From an optimization exercise on the open Yosys and OpenROAD flow, aimed at small area; shortcuts taken in it are not production practice. No functional check of the RTL was part of this run. No activity file was given, so power comes from the tool's default toggle rates.

==> flow/design.v <==
module ssd1675a_cfg_rom (
    input  wire [6:0] pa,
    output reg  [2:0] kind,
    output reg  [7:0] val
);
    always @* begin
        case (pa)
            7'd0: begin kind = 3'd6; val = 8'h00; end   
            7'd1: begin kind = 3'd6; val = 8'h01; end   
            7'd2: begin kind = 3'd0; val = 8'h12; end
            7'd3: begin kind = 3'd5; val = 8'h00; end
            7'd4: begin kind = 3'd0; val = 8'h74; end
            7'd5: begin kind = 3'd1; val = 8'h54; end
            7'd6: begin kind = 3'd0; val = 8'h7E; end
            7'd7: begin kind = 3'd1; val = 8'h3B; end
            7'd8: begin kind = 3'd0; val = 8'h01; end
            7'd9: begin kind = 3'd1; val = 8'h27; end
            7'd10: begin kind = 3'd2; val = 8'h01; end
            7'd11: begin kind = 3'd2; val = 8'h00; end
            7'd12: begin kind = 3'd0; val = 8'h3A; end
            7'd13: begin kind = 3'd1; val = 8'h35; end
            7'd14: begin kind = 3'd0; val = 8'h3B; end
            7'd15: begin kind = 3'd1; val = 8'h04; end
            7'd16: begin kind = 3'd0; val = 8'h3C; end
            7'd17: begin kind = 3'd1; val = 8'h03; end
            7'd18: begin kind = 3'd0; val = 8'h11; end
            7'd19: begin kind = 3'd1; val = 8'h03; end
            7'd20: begin kind = 3'd0; val = 8'h44; end
            7'd21: begin kind = 3'd1; val = 8'h00; end
            7'd22: begin kind = 3'd2; val = 8'h0F; end
            7'd23: begin kind = 3'd0; val = 8'h45; end
            7'd24: begin kind = 3'd1; val = 8'h00; end
            7'd25: begin kind = 3'd2; val = 8'h00; end
            7'd26: begin kind = 3'd2; val = 8'h27; end
            7'd27: begin kind = 3'd2; val = 8'h01; end
            7'd28: begin kind = 3'd0; val = 8'h04; end
            7'd29: begin kind = 3'd1; val = 8'h41; end
            7'd30: begin kind = 3'd2; val = 8'hA8; end
            7'd31: begin kind = 3'd2; val = 8'h32; end
            7'd32: begin kind = 3'd0; val = 8'h2C; end
            7'd33: begin kind = 3'd1; val = 8'h68; end
            7'd34: begin kind = 3'd0; val = 8'h32; end
            7'd35: begin kind = 3'd1; val = 8'h80; end
            7'd36: begin kind = 3'd2; val = 8'h60; end
            7'd37: begin kind = 3'd2; val = 8'h40; end
            7'd38: begin kind = 3'd2; val = 8'h00; end
            7'd39: begin kind = 3'd2; val = 8'h00; end
            7'd40: begin kind = 3'd2; val = 8'h00; end
            7'd41: begin kind = 3'd2; val = 8'h00; end
            7'd42: begin kind = 3'd2; val = 8'h10; end
            7'd43: begin kind = 3'd2; val = 8'h60; end
            7'd44: begin kind = 3'd2; val = 8'h20; end
            7'd45: begin kind = 3'd2; val = 8'h00; end
            7'd46: begin kind = 3'd2; val = 8'h00; end
            7'd47: begin kind = 3'd2; val = 8'h00; end
            7'd48: begin kind = 3'd2; val = 8'h00; end
            7'd49: begin kind = 3'd2; val = 8'h80; end
            7'd50: begin kind = 3'd2; val = 8'h60; end
            7'd51: begin kind = 3'd2; val = 8'h40; end
            7'd52: begin kind = 3'd2; val = 8'h00; end
            7'd53: begin kind = 3'd2; val = 8'h00; end
            7'd54: begin kind = 3'd2; val = 8'h00; end
            7'd55: begin kind = 3'd2; val = 8'h00; end
            7'd56: begin kind = 3'd2; val = 8'h10; end
            7'd57: begin kind = 3'd2; val = 8'h60; end
            7'd58: begin kind = 3'd2; val = 8'h20; end
            7'd59: begin kind = 3'd2; val = 8'h00; end
            7'd60: begin kind = 3'd2; val = 8'h00; end
            7'd61: begin kind = 3'd2; val = 8'h00; end
            7'd62: begin kind = 3'd2; val = 8'h00; end
            7'd63: begin kind = 3'd2; val = 8'h00; end
            7'd64: begin kind = 3'd2; val = 8'h00; end
            7'd65: begin kind = 3'd2; val = 8'h00; end
            7'd66: begin kind = 3'd2; val = 8'h00; end
            7'd67: begin kind = 3'd2; val = 8'h00; end
            7'd68: begin kind = 3'd2; val = 8'h00; end
            7'd69: begin kind = 3'd2; val = 8'h00; end
            7'd70: begin kind = 3'd2; val = 8'h03; end
            7'd71: begin kind = 3'd2; val = 8'h03; end
            7'd72: begin kind = 3'd2; val = 8'h00; end
            7'd73: begin kind = 3'd2; val = 8'h00; end
            7'd74: begin kind = 3'd2; val = 8'h02; end
            7'd75: begin kind = 3'd2; val = 8'h09; end
            7'd76: begin kind = 3'd2; val = 8'h09; end
            7'd77: begin kind = 3'd2; val = 8'h00; end
            7'd78: begin kind = 3'd2; val = 8'h00; end
            7'd79: begin kind = 3'd2; val = 8'h02; end
            7'd80: begin kind = 3'd2; val = 8'h03; end
            7'd81: begin kind = 3'd2; val = 8'h03; end
            7'd82: begin kind = 3'd2; val = 8'h00; end
            7'd83: begin kind = 3'd2; val = 8'h00; end
            7'd84: begin kind = 3'd2; val = 8'h02; end
            7'd85: begin kind = 3'd2; val = 8'h00; end
            7'd86: begin kind = 3'd2; val = 8'h00; end
            7'd87: begin kind = 3'd2; val = 8'h00; end
            7'd88: begin kind = 3'd2; val = 8'h00; end
            7'd89: begin kind = 3'd2; val = 8'h00; end
            7'd90: begin kind = 3'd2; val = 8'h00; end
            7'd91: begin kind = 3'd2; val = 8'h00; end
            7'd92: begin kind = 3'd2; val = 8'h00; end
            7'd93: begin kind = 3'd2; val = 8'h00; end
            7'd94: begin kind = 3'd2; val = 8'h00; end
            7'd95: begin kind = 3'd7; val = 8'h01; end   
            7'd96: begin kind = 3'd0; val = 8'h44; end
            7'd97: begin kind = 3'd1; val = 8'h00; end   
            7'd98: begin kind = 3'd2; val = 8'h0F; end   
            7'd99: begin kind = 3'd0; val = 8'h45; end
            7'd100: begin kind = 3'd1; val = 8'h00; end   
            7'd101: begin kind = 3'd2; val = 8'h00; end   
            7'd102: begin kind = 3'd2; val = 8'h27; end   
            7'd103: begin kind = 3'd2; val = 8'h01; end   
            7'd104: begin kind = 3'd7; val = 8'h02; end
            7'd105: begin kind = 3'd0; val = 8'h4E; end
            7'd106: begin kind = 3'd1; val = 8'h00; end   
            7'd107: begin kind = 3'd0; val = 8'h4F; end
            7'd108: begin kind = 3'd1; val = 8'h00; end   
            7'd109: begin kind = 3'd2; val = 8'h00; end   
            7'd110: begin kind = 3'd7; val = 8'h02; end
            7'd111: begin kind = 3'd0; val = 8'h24; end
            7'd112: begin kind = 3'd3; val = 8'hFF; end   
            7'd113: begin kind = 3'd0; val = 8'h22; end
            7'd114: begin kind = 3'd1; val = 8'hC7; end
            7'd115: begin kind = 3'd0; val = 8'h20; end
            7'd116: begin kind = 3'd5; val = 8'h00; end
            7'd117: begin kind = 3'd7; val = 8'h00; end
            7'd118: begin kind = 3'd4; val = 8'h00; end
            7'd119: begin kind = 3'd7; val = 8'h00; end
            7'd120: begin kind = 3'd4; val = 8'h00; end
            7'd121: begin kind = 3'd3; val = 8'h00; end
            7'd122: begin kind = 3'd7; val = 8'h00; end
            default: begin kind = 3'dx; val = 8'hxx; end
        endcase
    end
endmodule
module ssd1675a_ctrl (
    input  wire        clk,
    input  wire        rst,
    input  wire        cmd_valid,
    output wire        cmd_ready,
    input  wire [3:0]  cmd_opc,
    input  wire [7:0]  cmd_code,
    input  wire        cmd_has_payload,
    input  wire [15:0] cmd_len,
    input  wire [7:0]  cmd_x0,
    input  wire [7:0]  cmd_x1,
    input  wire [15:0] cmd_y0,
    input  wire [15:0] cmd_y1,
    input  wire        dat_valid,
    output wire        dat_ready,
    input  wire [7:0]  dat_byte,
    output reg         done,
    output wire [2:0]  status,
    output reg         seq_ready,
    output reg         spi_sclk,
    output wire        spi_mosi,
    output reg         spi_cs_n,
    output reg         spi_dc,
    output reg         panel_rst_n,
    input  wire        panel_busy
);
    localparam [2:0] K_CF = 3'd0, K_DF = 3'd1, K_DC = 3'd2, K_STR = 3'd3,
                     K_CODE = 3'd4, K_WAIT = 3'd5, K_DLY = 3'd6, K_END = 3'd7;
    localparam [6:0] A_INIT = 7'd0, A_WIN = 7'd96, A_CNT = 7'd105, A_WAITI = 7'd116,
                     A_SCMD = 7'd118, A_SEND = 7'd120, A_SDATA = 7'd121;
    localparam [6:0] A_XS = 7'd97, A_XE = 7'd98, A_YSL = 7'd100, A_YSH = 7'd101,
                     A_YEL = 7'd102, A_YEH = 7'd103, A_CX = 7'd106, A_CYL = 7'd108,
                     A_CYH = 7'd109;
    localparam [2:0] S_IDLE = 3'd0, S_NEXT = 3'd1, S_LOAD = 3'd2, S_SHIFT = 3'd3,
                     S_TAIL = 3'd4, S_WAIT = 3'd5, S_DLY = 3'd6;
    reg  [2:0]  st;
    reg  [6:0]  pa;       
    reg  [25:0] R;
    reg  [8:0]  sh;       
    reg         opnd;     
    reg         show;     
    wire [2:0] kind;
    wire [7:0] val;
    ssd1675a_cfg_rom u_rom (.pa(pa), .kind(kind), .val(val));
    assign cmd_ready = (st == S_IDLE);
    assign status    = pa[2:0];
    assign spi_mosi  = sh[8];
    wire last_bit = sh[7] && (sh[6:0] == 7'd0);
    wire r_zero   = (R[15:0] == 16'd0);
    wire l_zero   = (R[8:0] == 9'd0);
    wire [15:0] r_dec = R[15:0] - 16'd1;
    wire str_take = (kind == K_STR) && (show ? dat_valid : 1'b1);
    assign dat_ready = (st == S_LOAD) && (kind == K_STR) && show;
    reg [7:0] ebyte;
    always @* begin
        ebyte = val;
        if (kind == K_STR) ebyte = show ? dat_byte : 8'hFF;
        else if (opnd) begin
            case (pa)
                A_XS:  ebyte = {4'd0, R[11:8]};
                A_XE:  ebyte = {4'd0, R[15:12]};
                A_YSL: ebyte = R[7:0];
                A_YSH: ebyte = {7'd0, R[24]};
                A_YEL: ebyte = R[23:16];
                A_YEH: ebyte = {7'd0, R[25]};
                A_CX:  ebyte = R[23:16];
                A_CYL: ebyte = R[7:0];
                A_CYH: ebyte = R[15:8];
                default: ebyte = val;
            endcase
        end
    end
    wire needs_ready = (cmd_opc == 4'd4) || (cmd_opc == 4'd5) || (cmd_opc == 4'd7) || (cmd_opc == 4'd8);
    wire refused     = (cmd_opc > 4'd8) || (needs_ready && !seq_ready);
    wire bad_window  = (cmd_x1[7:4] != 4'd0) || (cmd_x0[7:4] != 4'd0) || (cmd_x0[3:0] > cmd_x1[3:0]) ||
                       (cmd_y1 > 16'd295) || (cmd_y0[15:9] != 7'd0) || (cmd_y0[8:0] > cmd_y1[8:0]);
    wire bad_size    = (cmd_len != 16'd4736);
    reg [6:0] start_pa;
    always @* begin
        case (cmd_opc)
            4'd0:    start_pa = A_SCMD;
            4'd1:    start_pa = A_SDATA;
            4'd2:    start_pa = cmd_has_payload ? A_SEND : A_SCMD;
            4'd3:    start_pa = A_WAITI;
            4'd4:    start_pa = A_WIN;
            4'd5:    start_pa = A_CNT;
            4'd6:    start_pa = A_INIT;
            default: start_pa = A_WIN;
        endcase
    end
    always @(posedge clk) begin
        done <= 1'b0;
        case (st)
            S_IDLE: begin
                sh   <= {cmd_code, 1'b1};
                opnd <= (cmd_opc == 4'd4) || (cmd_opc == 4'd5);
                show <= (cmd_opc != 4'd7);
                R[25:16] <= (cmd_opc == 4'd5) ? {2'bxx, cmd_x0} : {cmd_y1[8], cmd_y0[8], cmd_y1[7:0]};
                if (cmd_opc == 4'd4)      R[15:0] <= {cmd_x1[3:0], cmd_x0[3:0], cmd_y0[7:0]};
                else if (cmd_opc == 4'd5) R[15:0] <= cmd_y0;
                else if (cmd_opc == 4'd7) R[15:0] <= 16'd4736;
                else                      R[15:0] <= cmd_len;
                if (cmd_valid) begin
                    if (refused) begin
                        done <= 1'b1; pa <= 7'd7;
                    end else if (cmd_opc == 4'd4 && bad_window) begin
                        done <= 1'b1; pa <= 7'd4;
                    end else if (cmd_opc == 4'd8 && bad_size) begin
                        done <= 1'b1; pa <= 7'd3;
                    end else begin
                        pa <= start_pa;
                        st <= S_NEXT;
                    end
                end
            end
            S_NEXT: begin
                case (kind)
                    K_CF, K_DF, K_CODE: begin
                        spi_cs_n <= 1'b0;
                        spi_dc   <= (kind == K_DF);
                        st       <= S_LOAD;
                    end
                    K_STR: begin
                        spi_cs_n <= 1'b0;
                        spi_dc   <= 1'b1;
                        if (r_zero) begin
                            pa <= pa + 7'd1;
                            st <= S_TAIL;
                        end else
                            st <= S_LOAD;
                    end
                    K_WAIT: begin
                        R[15:0] <= 16'd50 << 9;
                        pa <= pa + 7'd1;
                        st <= S_WAIT;
                    end
                    K_DLY: begin
                        R[15:0] <= 16'd20 << 9;
                        panel_rst_n <= val[0];
                        pa <= pa + 7'd1;
                        st <= S_DLY;
                    end
                    K_END: begin
                        if (val[1] && !opnd)
                            pa <= pa + 7'd1;
                        else begin
                            done <= 1'b1;
                            pa   <= 7'd0;
                            if (val[0]) seq_ready <= 1'b1;
                            st   <= S_IDLE;
                        end
                    end
                    default: st <= S_TAIL;
                endcase
            end
            S_LOAD: begin
                if (kind == K_STR) begin
                    if (str_take) begin
                        sh <= {ebyte, 1'b1};
                        R[15:0] <= r_dec;
                        st <= S_SHIFT;
                    end
                end else begin
                    if (kind != K_CODE) sh <= {ebyte, 1'b1};
                    pa <= pa + 7'd1;
                    st <= S_SHIFT;
                end
            end
            S_SHIFT: begin
                spi_sclk <= !spi_sclk;
                if (spi_sclk) begin
                    if (!last_bit)
                        sh <= {sh[7:0], 1'b0};
                    else if (kind == K_DC)
                        st <= S_LOAD;
                    else if (kind == K_STR && spi_dc) begin
                        if (r_zero) begin
                            pa <= pa + 7'd1;
                            st <= S_TAIL;
                        end else
                            st <= S_LOAD;
                    end else
                        st <= S_TAIL;
                end
            end
            S_TAIL: begin
                spi_cs_n <= 1'b1;
                st <= S_NEXT;
            end
            S_WAIT, S_DLY: begin
                R[15:0] <= l_zero ? (r_dec & ~16'd12) : r_dec;
                if (st == S_DLY) begin
                    if (r_zero) st <= S_NEXT;
                end else if (l_zero) begin
                    if (!panel_busy)
                        st <= S_NEXT;
                    else if (r_zero) begin
                        done <= 1'b1;
                        pa <= 7'd2;
                        seq_ready <= 1'b0;
                        st <= S_IDLE;
                    end
                end
            end
            default: st <= S_IDLE;
        endcase
        if (rst) begin
            st          <= S_IDLE;
            done        <= 1'b0;
            seq_ready   <= 1'b0;
            panel_rst_n <= 1'b1;
            spi_cs_n    <= 1'b1;
            spi_sclk    <= 1'b0;
        end
    end
endmodule
==> flow/run.sh <==
#!/bin/bash
# synth_recipe.tcl (not shown) runs the flow's synth.tcl, then flattens the netlist and writes it again
# the make line also repeats each setting of config.mk as NAME=value (left out here)
make -C /OpenROAD-flow-scripts/flow DESIGN_CONFIG=/design/flow/config.mk WORK_HOME=/design/flow/orfs CLKGATE_MAP_FILE= SYNTH_SCRIPT=/design/flow/synth_recipe.tcl finish
==> flow/config.mk <==
export PLATFORM = sky130hd
export DESIGN_NAME = ssd1675a_ctrl
export DESIGN_NICKNAME = ssd1675a_ctrl
export VERILOG_FILES = /design/flow/design.v
export SDC_FILE = /design/flow/constraint.sdc
export NUM_CORES = 4
export LEC_CHECK = 0
export CAP_MARGIN = 20
export CORE_MARGIN = 2
export CORE_UTILIZATION = 40
export PLACE_DENSITY = 0.6
export SLEW_MARGIN = 20
==> flow/constraint.sdc <==
create_clock -name core_clock -period 10.0 [get_ports {clk}]
set_input_delay 2.0000 -clock core_clock [delete_from_list [all_inputs] [get_ports {clk}]]
set_output_delay 2.0000 -clock core_clock [all_outputs]
set_load 0.01 [all_outputs]
==> results.txt <==
power share of the clock group=around a tenth; crit start category=input port; Arr. time, crit path=about 5.9 ns; Post-Syn Instances=~830; sequential cell area fraction in the yosys report=between 20% and 30%; largest net degree at the start of global routing=46; CTS resizes=0; cell count along the critical path=14; Synth Net Count=about 950; CTS tree=done; FF-to-FF End=val[0]; Post-synth EDFFs=45; die area=17200 um2; grt total ovfl=0; RSZ-0062 raised after global routing=false; Register-to-Register Path Depth=15; Placeable Area=between 15000 and 20000 um2; post-layout util=slightly below 50%; # setup viols final=0; overall global routing resource usage=a little over a quarter; H-tree depth=3; Synth async-reset ratio=0%; first-pass GRT wire length=~36 mm; slowest CP cell=clkdlybuf4s50_1; cts hold-fix bufs=0; layout cell share with drive strength beyond 1=between 6 and 7%; root buf cell=clkbuf_16; Max Buffers Root-to-Sink=2; vias in the first global route=roughly 6400; PortBufs=a little over 100; switching share of power=between 50% and 60%; min Tclk post-route=approximately 5.8 ns; Worst path max stage delay=between 0.7 and 0.8 ns; drc violations=0; worst slack, placed=~4 ns; WL/cell=between 20 and 25 um; CTS Buf Count=9; status=timing/DRC/antenna clean; CP endpoint kind=flip-flop; sequence of cells on the critical path=clkdlybuf4s50_1 > nand2b_1 > a311oi_2 > o21ai_1 > o32a_1 > mux2i_1 > buf_4 > inv_1 > ha_1 > nand2_1 > a21oi_1 > a31o_2 > a32oi_1 > a22oi_1; Post-synth top flop=edfxtp_1; R2R setup slack=5.24 ns; family with the most delay on the worst path=compound AO/OA/AOI/OAI gates; DP Cell Count=between 1000 and 1500; Tcrit/Tclk final=a little under 60%; Synth Area per Inst=just under 8 um2; Non-Filler Instances=1109; Final Hold Fails=0; Peak VDD IR=around 220 uV; Comb power frac=66.4%; row count=46; initial core utilization=~41%; Post-Synthesis Cell Area=6460 um2; Slew @ Worst Pin=between 1 and 1.5 ns; 1st-pass router iterations=6; Die W=131 um; global placer's final weighted congestion=between 0.9 and 1; fmax=between 150 and 200 MHz; sequential share of power=a little under a quarter; setup_tns=0 ns; LEAKAGE=2.74 nW; Worst Setup Slack, final=between 4 and 5 ns; Min-Delay Endpoint=panel_rst_n; Worst-path clk slew=around 0.060 ns; Critical R2R Launch=R[0]; Clock Skew=roughly 0.011 ns; Hold Path Class=reg -> reg; CP Max Fanout=19; #FFs+latches synth=64; fin. max-slew vios=0; Internal=0.00128 W; Yosys warnings=2; Setup CP Type=in -> reg; Final Routed Wirelength=between 20 and 25 mm; post-synthesis cell type count=87; Clock Sink Count=64; postcts setup bufs=0; die height=131 um; I/O Pins=between 100 and 150; Routed Antenna Nets=0; max-cap viol count=0; Hold Path Depth=1; clock latency (worst-skew pair)=around 0.35 ns; pwr/cell area=roughly 350 nW/um2; relative slew slack=between 20 and 30%; Buf/Inv on CP=3; area of placed instances=between 7000 and 8000 um2; First DRT Iteration DRCs=983; Req. time, crit path=10.17 ns; via count=around 7100; initial antenna violation count=0; dpl hpwl=roughly 18 mm; Vias/cell=about 6.4; Finished Cell Area=about 8000 um2; n_diodes=0; P_sw=~0.0015 W; Nets=1003; Syn-to-layout area delta=20.8%; Hold Path Origin=panel_rst_n
-- through the flow --
step	hold slack [ns]	power, W
2_1_floorplan	0.485	0.00190
3_3_place_gp	0.450	0.00243
3_5_place_dp	0.464	0.00240
4_1_cts	0.474	0.00269
5_1_grt	0.504	0.00293
6_report	0.472	0.00276
-- cells by family (layout without fill, tap and decap cells) --
logic type	count (synthesis)	count (layout)	share of synthesized area, %
fa+ha+maj	25	25	4.84
mux	19	19	3.06
simple gates	324	324	25.6
flops	64	64	26.8
xor+xnor	20	20	2.71
buf+inv	94	156	6.48
compound gates	285	285	30.5
-- synth_stat cells (12+ instances only) --
cell type  number  area (um2)
nand2_1       104         390
nor2_1         65         244
o21ai_0        60         300
a21oi_1        53         265
edfxtp_1       45        1350
clkbuf_1       33         124
inv_1          29         109
ha_1           25         313
nor2b_1        24         150
a22oi_1        23         173
nor3_1         21         105
buf_2          19        95.1
dfxtp_1        19         380
nand3_1        19        95.1
nand2b_1       17         106
mux2i_1        15         150
a211oi_1       14         105
a31oi_1        14        87.6
o221ai_1       14         123
o22ai_1        14        87.6
xor2_1         12         105
-- how the worst max path moves through the flow --
stage | start | end | slack [ns]
4_1_cts | cmd_opc[0] | val[3] | 4.37
3_3_place_gp | cmd_opc[0] | val[3] | 4.06
2_1_floorplan | cmd_opc[0] | val[1] | 5.29
5_1_grt | cmd_opc[0] | val[3] | 4.03
6_report | cmd_opc[0] | val[3] | 4.23
3_5_place_dp | cmd_opc[0] | val[3] | 4.00
-- power by group through the flow --
stage	Clock [W]	Combinational, W	Sequential [W]
2_1_floorplan	0	0.00136	0.000545
3_3_place_gp	0	0.00179	0.000638
3_5_place_dp	0	0.00176	0.000641
4_1_cts	0.000287	0.00177	0.000636
5_1_grt	0.000297	0.00197	0.000660
6_report	0.000285	0.00183	0.000644
-- layer usage --
| metal | track usage, % | part of all wire, % |
|---|---|---|
| met5 | 0 | 0 |
| met4 | 10.3 | 3.2 |
| met3 | 5.25 | 8.7 |
| met2 | 38.8 | 43 |
| met1 | 38.6 | 45 |
-- cell type report --
| type | instances | area [um2] |
|---|---|---|
| timing repair buffer | 109 | 1070 |
| tap | 216 | 270 |
| clock inverter | 2 | 10.0 |
| clock buffer | 14 | 244 |
| sequential | 64 | 1730 |
| fill | 1550 | 8020 |
| inverter | 31 | 121 |
| multi-input combinational | 673 | 4360 |
-- placed cells by master (no fill, tap or decap), drive strengths merged, types with 14 or more instances in the layout --
cell type      synthesis  layout
mux2i                 16      16
dfxtp                 19      19
ha                    25      25
a31oi                 14      14
nor2b                 24      24
a22oi                 23      23
nand3                 19      19
nand2b                17      17
a21oi                 53      53
nor2                  68      68
nor3                  24      24
edfxtp                45      45
a211oi                14      14
inv                   31      31
nand2                105     105
o22ai                 14      14
o21ai                 65      65
o221ai                14      14
clkdlybuf4s50          0     101
clkbuf                33      14
-- worst register-to-register path: stages (launching register included) --
cell and delay, ns:
edfxtp_1 0.49, inv_1 0.12, ha_1 0.28, or3b_1 0.40
nor3_2 0.17, a41oi_2 0.24, or3_1 0.59, inv_6 0.23
mux2i_1 0.09, buf_4 0.21, inv_1 0.34, ha_1 0.54
nor2_1 0.14, or3_4 0.41, a311oi_1 0.29, a32o_1 0.16
-- flip-flops by register name (all words and copies together), names as in the netlist, 3 cells and up --
register	cells
st	3
sh	9
R	26
val	8
kind	3
pa	7

[static timing again, ports no longer ideal]
The flow's constraints put no driver on any port. The routed layout listed below was extracted and timed again, unchanged, in two steps. Step 1, drivers: a clkbuf_16 drives clk and a buf_2 each remaining input, both assumed. Step 2, shift: input delay + t, output delay - t, t = (earliest + latest rising clock arrival at the registers) / 2. This alone moves slack from input paths to output paths. Three values: no drivers, after step 1, after step 2; two values: the first two.
shift t [ns]: 0.387
setup slack, ns: 4.226 / 4.227 / 3.841
clock arrival spread, ns: 0.012 / 0.011
pins driven straight from the clock port: 1
After both steps setup and hold are still met in this run. For this run, drivers alone change the setup slack by +0.001 ns; drivers and shift together by -0.385 ns.
